From an optimization exercise on the open Yosys and OpenROAD flow, aimed at small area; shortcuts taken in it are not production practice.
Only the layout flow was run in this run; the RTL was not checked for function there.
Power is estimated from default activity; no workload was simulated.

<file path="flow/design.v">
module dsa_link #(
    parameter LINK_TIMEOUT = 100,
    parameter WD_WIDTH     = 7
) (
    input  wire        clk,
    input  wire        rst,         
    input  wire        start,
    input  wire [18:0] HCMD,
    input  wire        tick,
    output wire        busy,
    output reg         done,
    output reg  [1:0]  status,
    output reg         req,
    output reg  [15:0] RXR,
    output wire        D_oe,
    output wire        D_o,
    input  wire        D_i,
    output wire        S_oe,
    output wire        S_o,
    input  wire        S_i,
    output wire        A_oe,
    output wire        A_o,
    input  wire        A_i
);
    localparam [5:0] IDLE           = 6'd0;
    localparam [5:0] P_READ         = 6'd1;
    localparam [5:0] W_POLL         = 6'd2;
    localparam [5:0] R_REL0         = 6'd3;
    localparam [5:0] R_SYNC_ACKLO   = 6'd4;
    localparam [5:0] R_SYNC_WAIT_DH = 6'd5;
    localparam [5:0] R_SYNC_ACKHI   = 6'd6;
    localparam [5:0] R_BIT_WAIT_SL  = 6'd7;
    localparam [5:0] R_BIT_SAMPLE   = 6'd8;
    localparam [5:0] R_BIT_ACKLO    = 6'd9;
    localparam [5:0] R_BIT_WAIT_SH  = 6'd10;
    localparam [5:0] R_BIT_ACKHI    = 6'd11;
    localparam [5:0] R_CMP_WAIT_AL  = 6'd12;
    localparam [5:0] R_CMP_ANNOUNCE = 6'd13;
    localparam [5:0] R_CMP_WAIT_AH  = 6'd14;
    localparam [5:0] R_CMP_FINISH   = 6'd15;
    localparam [5:0] R_CMP_REL      = 6'd16;
    localparam [5:0] T_PRESET       = 6'd17;
    localparam [5:0] T_REL0         = 6'd18;
    localparam [5:0] T_REQ          = 6'd19;
    localparam [5:0] T_SYNC_WAIT_AL = 6'd20;
    localparam [5:0] T_SYNC_DHI     = 6'd21;
    localparam [5:0] T_SYNC_WAIT_AH = 6'd22;
    localparam [5:0] T_SOUT         = 6'd23;
    localparam [5:0] T_BIT_SETD     = 6'd24;
    localparam [5:0] T_BIT_SLO      = 6'd25;
    localparam [5:0] T_BIT_WAIT_AL  = 6'd26;
    localparam [5:0] T_BIT_REL      = 6'd27;
    localparam [5:0] T_BIT_WAIT_AH  = 6'd28;
    localparam [5:0] T_CMP_TURN     = 6'd29;
    localparam [5:0] T_CMP_AOUT     = 6'd30;
    localparam [5:0] T_CMP_ALO      = 6'd31;
    localparam [5:0] T_CMP_WAIT_SL  = 6'd32;
    localparam [5:0] T_CMP_CHECK    = 6'd33;
    localparam [5:0] T_CMP_WAIT_SH  = 6'd34;
    localparam [5:0] T_CMP_REL      = 6'd35;
    localparam [5:0] FAIL_REL       = 6'd36;
    localparam [2:0] OP_POLL    = 3'b001;
    localparam [2:0] OP_RECV    = 3'b010;
    localparam [2:0] OP_WAIT    = 3'b011;
    localparam [2:0] OP_SEND_OP = 3'b100;
    localparam [2:0] OP_SEND    = 3'b101;
    localparam [1:0] ST_OK      = 2'b00;
    localparam [1:0] ST_FAIL    = 2'b01;
    localparam [1:0] ST_ILLEGAL = 2'b10;
    localparam [WD_WIDTH-1:0] WD_MAX = LINK_TIMEOUT + 1;
    reg [5:0]          st;
    reg [WD_WIDTH-1:0] wd;
    reg                dirD, dirS, dirA;    
    reg                lvlD, lvlS, lvlA;    
    reg [15:0]         txWord, txMask;
    reg [15:0]         rxShift;
    reg [4:0]          rxCnt;
    reg [5:0]          st_n;
    reg [WD_WIDTH-1:0] wd_n;
    reg                dirD_n, dirS_n, dirA_n;
    reg                lvlD_n, lvlS_n, lvlA_n;
    reg [15:0]         txWord_n, txMask_n, rxShift_n, RXR_n;
    reg [4:0]          rxCnt_n;
    reg [1:0]          status_n;
    reg                done_n, req_n;
    assign busy = (st != IDLE);
    assign D_oe = dirD;
    assign D_o  = lvlD;
    assign S_oe = dirS;
    assign S_o  = lvlS;
    assign A_oe = dirA;
    assign A_o  = lvlA;
    wire expired = (wd > LINK_TIMEOUT);
    function is_wait;
        input [5:0] s;
        begin
            case (s)
                W_POLL, R_SYNC_WAIT_DH, R_BIT_WAIT_SL, R_BIT_WAIT_SH,
                R_CMP_WAIT_AL, R_CMP_WAIT_AH, T_SYNC_WAIT_AL, T_SYNC_WAIT_AH,
                T_BIT_WAIT_AL, T_BIT_WAIT_AH, T_CMP_WAIT_SL, T_CMP_WAIT_SH:
                    is_wait = 1'b1;
                default:
                    is_wait = 1'b0;
            endcase
        end
    endfunction
    always @* begin
        st_n      = st;
        dirD_n    = dirD;
        dirS_n    = dirS;
        dirA_n    = dirA;
        lvlD_n    = lvlD;
        lvlS_n    = lvlS;
        lvlA_n    = lvlA;
        txWord_n  = txWord;
        txMask_n  = txMask;
        rxShift_n = rxShift;
        rxCnt_n   = rxCnt;
        RXR_n     = RXR;
        status_n  = status;
        done_n    = done;
        req_n     = req;
        case (st)
            IDLE: begin
                if (start) begin
                    case (HCMD[18:16])
                        OP_POLL: begin
                            done_n = 1'b0;
                            st_n   = P_READ;
                        end
                        OP_RECV: begin
                            done_n = 1'b0;
                            st_n   = R_REL0;
                        end
                        OP_WAIT: begin
                            done_n = 1'b0;
                            st_n   = W_POLL;
                        end
                        OP_SEND_OP: begin
                            done_n   = 1'b0;
                            txWord_n = {HCMD[15:8], 8'h00};
                            txMask_n = 16'h8000;
                            st_n     = T_PRESET;
                        end
                        OP_SEND: begin
                            done_n   = 1'b0;
                            txWord_n = HCMD[15:0];
                            txMask_n = 16'h8000;
                            st_n     = T_PRESET;
                        end
                        default: begin
                            status_n = ST_ILLEGAL;
                            done_n   = 1'b1;
                        end
                    endcase
                end
            end
            P_READ: begin
                req_n    = ~D_i;
                status_n = ST_OK;
                done_n   = 1'b1;
                st_n     = IDLE;
            end
            W_POLL: begin
                if (!D_i)         st_n = R_REL0;
                else if (expired) st_n = FAIL_REL;
            end
            R_REL0: begin
                dirD_n = 1'b0; dirS_n = 1'b0; dirA_n = 1'b0;
                lvlD_n = 1'b1; lvlS_n = 1'b1; lvlA_n = 1'b1;
                rxShift_n = 16'h0000;
                rxCnt_n   = 5'd0;
                st_n      = R_SYNC_ACKLO;
            end
            R_SYNC_ACKLO: begin
                dirA_n = 1'b1;
                lvlA_n = 1'b0;
                st_n   = R_SYNC_WAIT_DH;
            end
            R_SYNC_WAIT_DH: begin
                if (D_i)          st_n = R_SYNC_ACKHI;
                else if (expired) st_n = FAIL_REL;
            end
            R_SYNC_ACKHI: begin
                lvlA_n = 1'b1;
                st_n   = R_BIT_WAIT_SL;
            end
            R_BIT_WAIT_SL: begin
                if (!S_i)         st_n = R_BIT_SAMPLE;
                else if (expired) st_n = FAIL_REL;
            end
            R_BIT_SAMPLE: begin
                rxShift_n = {rxShift[14:0], D_i};
                rxCnt_n   = rxCnt + 5'd1;
                st_n      = R_BIT_ACKLO;
            end
            R_BIT_ACKLO: begin
                lvlA_n = 1'b0;
                st_n   = R_BIT_WAIT_SH;
            end
            R_BIT_WAIT_SH: begin
                if (S_i)          st_n = R_BIT_ACKHI;
                else if (expired) st_n = FAIL_REL;
            end
            R_BIT_ACKHI: begin
                lvlA_n = 1'b1;
                if (rxCnt < 5'd16) begin
                    st_n = R_BIT_WAIT_SL;
                end else begin
                    dirS_n = 1'b1;
                    dirD_n = 1'b1;
                    dirA_n = 1'b0;
                    st_n   = R_CMP_WAIT_AL;
                end
            end
            R_CMP_WAIT_AL: begin
                if (!A_i)         st_n = R_CMP_ANNOUNCE;
                else if (expired) st_n = FAIL_REL;
            end
            R_CMP_ANNOUNCE: begin
                lvlD_n = 1'b1;
                lvlS_n = 1'b0;
                st_n   = R_CMP_WAIT_AH;
            end
            R_CMP_WAIT_AH: begin
                if (A_i)          st_n = R_CMP_FINISH;
                else if (expired) st_n = FAIL_REL;
            end
            R_CMP_FINISH: begin
                lvlD_n = 1'b1;
                lvlS_n = 1'b1;
                st_n   = R_CMP_REL;
            end
            R_CMP_REL: begin
                dirD_n = 1'b0; dirS_n = 1'b0; dirA_n = 1'b0;
                lvlD_n = 1'b1; lvlS_n = 1'b1; lvlA_n = 1'b1;
                RXR_n    = rxShift;
                status_n = ST_OK;
                done_n   = 1'b1;
                st_n     = IDLE;
            end
            T_PRESET: begin
                lvlD_n = 1'b1;
                st_n   = T_REL0;
            end
            T_REL0: begin
                dirD_n = 1'b0; dirS_n = 1'b0; dirA_n = 1'b0;
                lvlD_n = 1'b1; lvlS_n = 1'b1; lvlA_n = 1'b1;
                st_n   = T_REQ;
            end
            T_REQ: begin
                dirD_n = 1'b1;
                lvlD_n = 1'b0;
                st_n   = T_SYNC_WAIT_AL;
            end
            T_SYNC_WAIT_AL: begin
                if (!A_i)         st_n = T_SYNC_DHI;
                else if (expired) st_n = FAIL_REL;
            end
            T_SYNC_DHI: begin
                lvlD_n = 1'b1;
                st_n   = T_SYNC_WAIT_AH;
            end
            T_SYNC_WAIT_AH: begin
                if (A_i)          st_n = T_SOUT;
                else if (expired) st_n = FAIL_REL;
            end
            T_SOUT: begin
                lvlS_n = 1'b1;
                dirS_n = 1'b1;
                st_n   = T_BIT_SETD;
            end
            T_BIT_SETD: begin
                if ((txWord & txMask) == 16'h0000) lvlD_n = 1'b0;
                st_n = T_BIT_SLO;
            end
            T_BIT_SLO: begin
                lvlS_n = 1'b0;
                st_n   = T_BIT_WAIT_AL;
            end
            T_BIT_WAIT_AL: begin
                if (!A_i)         st_n = T_BIT_REL;
                else if (expired) st_n = FAIL_REL;
            end
            T_BIT_REL: begin
                lvlS_n = 1'b1;
                lvlD_n = 1'b1;
                st_n   = T_BIT_WAIT_AH;
            end
            T_BIT_WAIT_AH: begin
                if (A_i) begin
                    txMask_n = txMask >> 1;
                    if ((txMask >> 1) != 16'h0000) st_n = T_BIT_SETD;
                    else                           st_n = T_CMP_TURN;
                end else if (expired) begin
                    st_n = FAIL_REL;
                end
            end
            T_CMP_TURN: begin
                dirD_n = 1'b0;
                dirS_n = 1'b0;
                st_n   = T_CMP_AOUT;
            end
            T_CMP_AOUT: begin
                lvlA_n = 1'b1;
                dirA_n = 1'b1;
                st_n   = T_CMP_ALO;
            end
            T_CMP_ALO: begin
                lvlA_n = 1'b0;
                st_n   = T_CMP_WAIT_SL;
            end
            T_CMP_WAIT_SL: begin
                if (!S_i)         st_n = T_CMP_CHECK;
                else if (expired) st_n = FAIL_REL;
            end
            T_CMP_CHECK: begin
                if (!D_i) begin
                    st_n = FAIL_REL;
                end else begin
                    lvlA_n = 1'b1;
                    st_n   = T_CMP_WAIT_SH;
                end
            end
            T_CMP_WAIT_SH: begin
                if (S_i)          st_n = T_CMP_REL;
                else if (expired) st_n = FAIL_REL;
            end
            T_CMP_REL: begin
                dirD_n = 1'b0; dirS_n = 1'b0; dirA_n = 1'b0;
                lvlD_n = 1'b1; lvlS_n = 1'b1; lvlA_n = 1'b1;
                status_n = ST_OK;
                done_n   = 1'b1;
                st_n     = IDLE;
            end
            FAIL_REL: begin
                dirD_n = 1'b0; dirS_n = 1'b0; dirA_n = 1'b0;
                lvlD_n = 1'b1; lvlS_n = 1'b1; lvlA_n = 1'b1;
                status_n = ST_FAIL;
                done_n   = 1'b1;
                st_n     = IDLE;
            end
            default: st_n = IDLE;
        endcase
        if (is_wait(st_n) && (st_n != st))
            wd_n = {WD_WIDTH{1'b0}};
        else if (tick)
            wd_n = (wd >= WD_MAX) ? WD_MAX : wd + 1'b1;
        else
            wd_n = wd;
    end
    always @(posedge clk) begin
        if (rst) begin
            st     <= IDLE;
            wd     <= {WD_WIDTH{1'b0}};
            dirD   <= 1'b0;
            dirS   <= 1'b0;
            dirA   <= 1'b0;
            lvlD   <= 1'b1;
            lvlS   <= 1'b1;
            lvlA   <= 1'b1;
            status <= ST_OK;
            done   <= 1'b0;
            req    <= 1'b0;
        end else begin
            st     <= st_n;
            wd     <= wd_n;
            dirD   <= dirD_n;
            dirS   <= dirS_n;
            dirA   <= dirA_n;
            lvlD   <= lvlD_n;
            lvlS   <= lvlS_n;
            lvlA   <= lvlA_n;
            status <= status_n;
            done   <= done_n;
            req    <= req_n;
        end
        txWord  <= txWord_n;
        txMask  <= txMask_n;
        rxShift <= rxShift_n;
        rxCnt   <= rxCnt_n;
        RXR     <= RXR_n;
    end
endmodule
</file>
<file path="flow/run.sh">
#!/bin/bash
# synth_recipe.tcl (not shown) runs the flow's synth.tcl, then flattens the netlist and writes it again
# the make line also repeats each setting of config.mk as NAME=value (left out here)
make -C /OpenROAD-flow-scripts/flow DESIGN_CONFIG=/design/flow/config.mk WORK_HOME=/design/flow/orfs CLKGATE_MAP_FILE= SYNTH_SCRIPT=/design/flow/synth_recipe.tcl finish
</file>
<file path="flow/config.mk">
export PLATFORM = sky130hd
export DESIGN_NAME = dsa_link
export DESIGN_NICKNAME = dsa_link
export VERILOG_FILES = /design/flow/design.v
export SDC_FILE = /design/flow/constraint.sdc
export NUM_CORES = 4
export LEC_CHECK = 0
export CAP_MARGIN = 20
export CORE_MARGIN = 2
export CORE_UTILIZATION = 40
export SLEW_MARGIN = 20
</file>
<file path="flow/constraint.sdc">
create_clock -name core_clock -period 10.0 [get_ports {clk}]
set_input_delay 2.0000 -clock core_clock [delete_from_list [all_inputs] [get_ports {clk}]]
set_output_delay 2.0000 -clock core_clock [all_outputs]
set_load 0.01 [all_outputs]
</file>
==> results.txt <==
[synthesized netlist by cell type (4+ instances only)]
cell type	instances	area, µm²
edfxtp_1	69	2070
and2_1	41	257
nor2_1	40	150
nand2_1	35	131
a21oi_1	30	150
dfxtp_1	23	460
nand3_1	14	70.1
o21ai_0	13	65.1
clkbuf_1	12	45.0
nor3_1	11	55.1
a211oi_1	10	75.1
buf_2	10	50.1
inv_1	10	37.5
nand2b_1	10	62.6
and3_1	8	50.1
nand4_1	8	50.1
xnor2_1	8	70.1
o22ai_1	7	43.8
a22oi_1	6	45.0
a31oi_1	6	37.5
nor2b_1	6	37.5
or3_1	6	37.5
buf_6	5	56.3
o211ai_1	5	37.5
xor2_1	5	43.8
a211o_1	4	35.0
buf_1	4	15.0
ha_1	4	50.1
o31ai_1	4	30.0
o32ai_1	4	35.0
[layout by cell type, fill, tap and decap left out, types with 3 or more instances in the layout]
cell type / count
o22ai_1: 7
nor3b_1: 3
xor2_1: 5
ha_1: 4
nand3_1: 14
or3_1: 6
nor2b_1: 6
a311oi_1: 3
a31oi_1: 6
a22oi_1: 6
edfxtp_1: 69
o32ai_1: 4
nand2_1: 35
clkbuf_16: 9
and2_1: 41
a211oi_1: 10
xnor2_1: 8
o211ai_1: 5
nor4_1: 3
o21ai_0: 13
o31ai_1: 4
a211o_1: 4
a21oi_1: 30
or2_2: 3
nand2b_1: 10
a221oi_1: 3
and3_1: 8
dfxtp_1: 23
nor3_1: 11
clkdlybuf4s50_1: 52
inv_1: 10
nor2_1: 40
a2bb2oi_1: 3
a21o_1: 3
nand4_1: 8
buf_4: 10
[metal layers]
layer	share of wire, %	vias up	GRT usage (%)
met5	0	-	0
met4	1.9	0	8.13
met3	6.2	21	4.51
met2	47	142	29.8
met1	45	2013	26.4
li1	-	1979	-
[sequential cells by signal, summed over array words and instances (netlist names)]
signal	count
RXR	16
dirA	1
dirD	1
dirS	1
done	1
lvlA	1
lvlD	1
lvlS	1
req	1
rxCnt	5
rxShift	16
st	6
status	2
txMask	16
txWord	16
wd	7
[per-stage QoR]
stage / setup slack [ns] / std cells
after detailed placement: 4.99 / 704
after global routing: 5.16 / 720
after global placement: 5.10 / 704
final: 5.33 / 720
after CTS: 5.37 / 720
after floorplan: 5.93 / 505
[path summary, 6_finish.rpt]
check / start / to / slack [ns] / cells after the start
worst max-delay path: A_i / wd[5] / 5.33 / 9
worst min-delay path: rxShift[15] / RXR[15] / 0.42 / 0
worst max register to register: st[2] / wd[5] / 6.56 / 10
worst min register to register: rxShift[15] / RXR[15] / 0.42 / 0
[power by group through the flow]
| stage | registers, mW | clock network, mW | logic [mW] |
|---|---|---|---|
| 6_report | 0.435 | 0.337 | 0.137 |
| 5_1_grt | 0.437 | 0.358 | 0.150 |
| 4_1_cts | 0.435 | 0.343 | 0.137 |
| 3_5_place_dp | 0.443 | 0 | 0.136 |
| 3_3_place_gp | 0.443 | 0 | 0.135 |
| 2_1_floorplan | 0.443 | 0 | 0.0890 |
[cells by family (layout without fill, tap and decap cells)]
logic type / after synthesis / in the layout
buf+inv: 47 / 90
mux: 1 / 1
xor+xnor: 14 / 14
compound gates: 137 / 137
flops: 92 / 92
simple gates: 209 / 209
fa+ha+maj: 5 / 5
[cell type report]
class | instances | area [µm²]
clock buffers | 10 | 229
clock inverters | 6 | 63.8
fillers | 1229 | 6570
inverters | 12 | 45.0
multi-input cells | 366 | 2420
flip-flops and latches | 92 | 2530
well taps | 172 | 215
repair buffers | 62 | 596
[worst max-delay path, stage by stage]
cell and delay [ns]:
clkdlybuf4s50_1 0.78, and3_1 0.38, o211ai_1 0.20, nand2_1 0.10, or3_1 0.39, a21boi_1 0.31, a311oi_1 0.18, a31oi_2 0.38
a22oi_1 0.15
==> results by group <==
Detailed routing
  – Post-detailed-route wirelength per cell: ~18 µm
  – # DRC: 0
  – Number of DRC markers in iteration 0: between 300 and 400
  – Number of detailed-route iterations in the first pass: 5
  – Vias post-DR: about 4.2k
  – Antenna violation net count after detailed routing: 0
  – Wire length after detailed routing: 13,100 µm
  – Via/cell ratio: between 5 and 6

CTS
  – Clock latency at the later pin of the worst-skew pair: 0.35 ns
  – Setup Buffers After CTS: 0
  – Clock net sink count: ~90
  – Longest Clk Path Bufs: 2
  – Cts bufs inserted: 9
  – Clock H-tree levels: 3
  – Clock transition time at the flip-flop clock pins of the worst setup and hold paths: roughly 0.060 ns
  – Clock root buffer: clkbuf_16
  – Clock tree from TritonCTS: yes
  – Post-CTS Hold Buffers: 0
  – Post-CTS Resized: 0

STA
  – Tightest slew margin relative to the limit: between 30 and 40%
  – Fin crit share: a little under half
  – Transition time of the tightest slew-check pin: around 0.94 ns
  – Time the final worst path needs with I/O delays and setup: around 4.7 ns
  – Setup repair after global routing missed its margin: false
  – Setup TNS after final layout: 0 ns
  – Final Slew Violations: 0
  – Highest achievable clock rate: about 210 MHz
  – Final Hold Viols: 0
  – Final-layout worst hold slack: around 0.42 ns
  – Final setup vio count: 0
  – Worst Clk Skew: roughly 0.0057 ns

Cells and area
  – Syn-to-layout area delta: 17.5%
  – Net total in the final layout: 573
  – Share of cells above drive strength 1: under 10%
  – Number of inserted diodes: 0
  – Final core utilization: 48.2%
  – Final instance area: between 6000 and 7000 µm²

Die
  – Number of rows created at floorplan: between 40 and 50
  – DIE WIDTH: approximately 120 µm
  – Die area: about 14,000 µm²
  – Effective utilization at floorplan: approximately two fifths
  – Area of the core: about 13,000 µm²
  – Height of the die: 118 µm
  – I/O Pins: between 50 and 60

Power and ir drop
  – Standby leakage power: between 2 and 2.5 nW
  – Share of power burned in the clock network: 37.1%
  – PD cells: about 150 nW/µm²
  – Worst-case vdd ir drop: 71.7 µV
  – Internal portion of total power: ~0.67 mW
  – Share of total power consumed by net switching: 25.9%
  – Sw Pwr: between 0.2 and 0.25 mW
  – Reg power frac: between 40% and 50%
  – Post-layout total power: about 0.9 mW
  – Combinational share of power: between 10% and 20%

Flow run
  – Max-capacitance violation count: 0

Synthesis
  – Xor/xnor share of the synthesized area: about 2.5%
  – Post-synthesis average cell area: between 10 and 15 µm²
  – Fraction of the mapped netlist area in adder cells: under 10%
  – Dominant register cell in the synthesized netlist: edfxtp_1
  – Combinational family with the most area after synthesis: simple AND/OR/NAND/NOR gates
  – Synthesized area: slightly above 5000 µm²
  – Yosys warnings: 1
  – Number of nets in the synthesized netlist: between 500 and 600
  – Count of state elements after synthesis: ~90
  – Number of synthesized flops with an enable pin: between 60 and 70
  – Mux share of post-synthesis cell area: 0.434%
  – Number of different library cells in the post-synthesis netlist: 87
  – Simple-gate share of the synthesized area: around 22%
  – Proportion of synthesized flip-flops having asynchronous set or reset: 0%
  – Number of cells produced by synthesis: approximately 510
  – Share of the synthesized area in compound gates (AO/OA/AOI/OAI): between 20% and 30%
  – Sequential-to-total area share from yosys stat: around half

Place
  – Global placement routability congestion: between 0.9 and 1
  – Number of buffers inserted by port buffering: 52
  – Placement Cell Area: between 5000 and 6000 µm²
  – HPWL reported at the end of detailed placement: ~9300 µm

GRT
  – Pin count of the biggest net entering global routing: 45
  – Global-route wire length before repair: approximately 21,000 µm
  – Congestion Overflow GR: 0
  – Via count of the first global-routing pass: between 4k and 5k
  – All-layer global routing usage: about a fifth
  – Antenna violations before repair: 0

Setup path
  – Crit path arrival time: a little under 5 ns
  – Endpoint required time on the critical path: 10.21 ns
  – Nature of the critical path startpoint: input port
  – Type of the setup path with the least slack: input port to flop
  – Critical path endpoint category: flop
  – Worst-path fanout max: 16

Hold path
  – Path type of the worst min-delay path: flop to flop

Outcome
  – Result of the run: timing/DRC/antenna clean

static timing again, ports no longer ideal:
No port has a modelled driver above. Below, the same layout with a new extraction and two added sets of constraints.
Step 1, drivers: a clkbuf_16 drives clk and a buf_2 each remaining input, both assumed.
Step 2 moves the port delays by t, midway between the first and last clock arrival at a register: inputs arrive t later, outputs are due t later. That takes back most of the time a late clock gives input paths.
Slacks: ideal ports / drivers / drivers and shift; pairs: ideal ports / drivers.
t (ns): 0.386
setup WS [ns]: 5.333 / 5.350 / 4.964
cell pins on the clock port's net: 1
After both steps setup and hold are still met in this run. For this run, drivers alone change the setup slack by +0.017 ns; drivers and shift together by -0.369 ns.
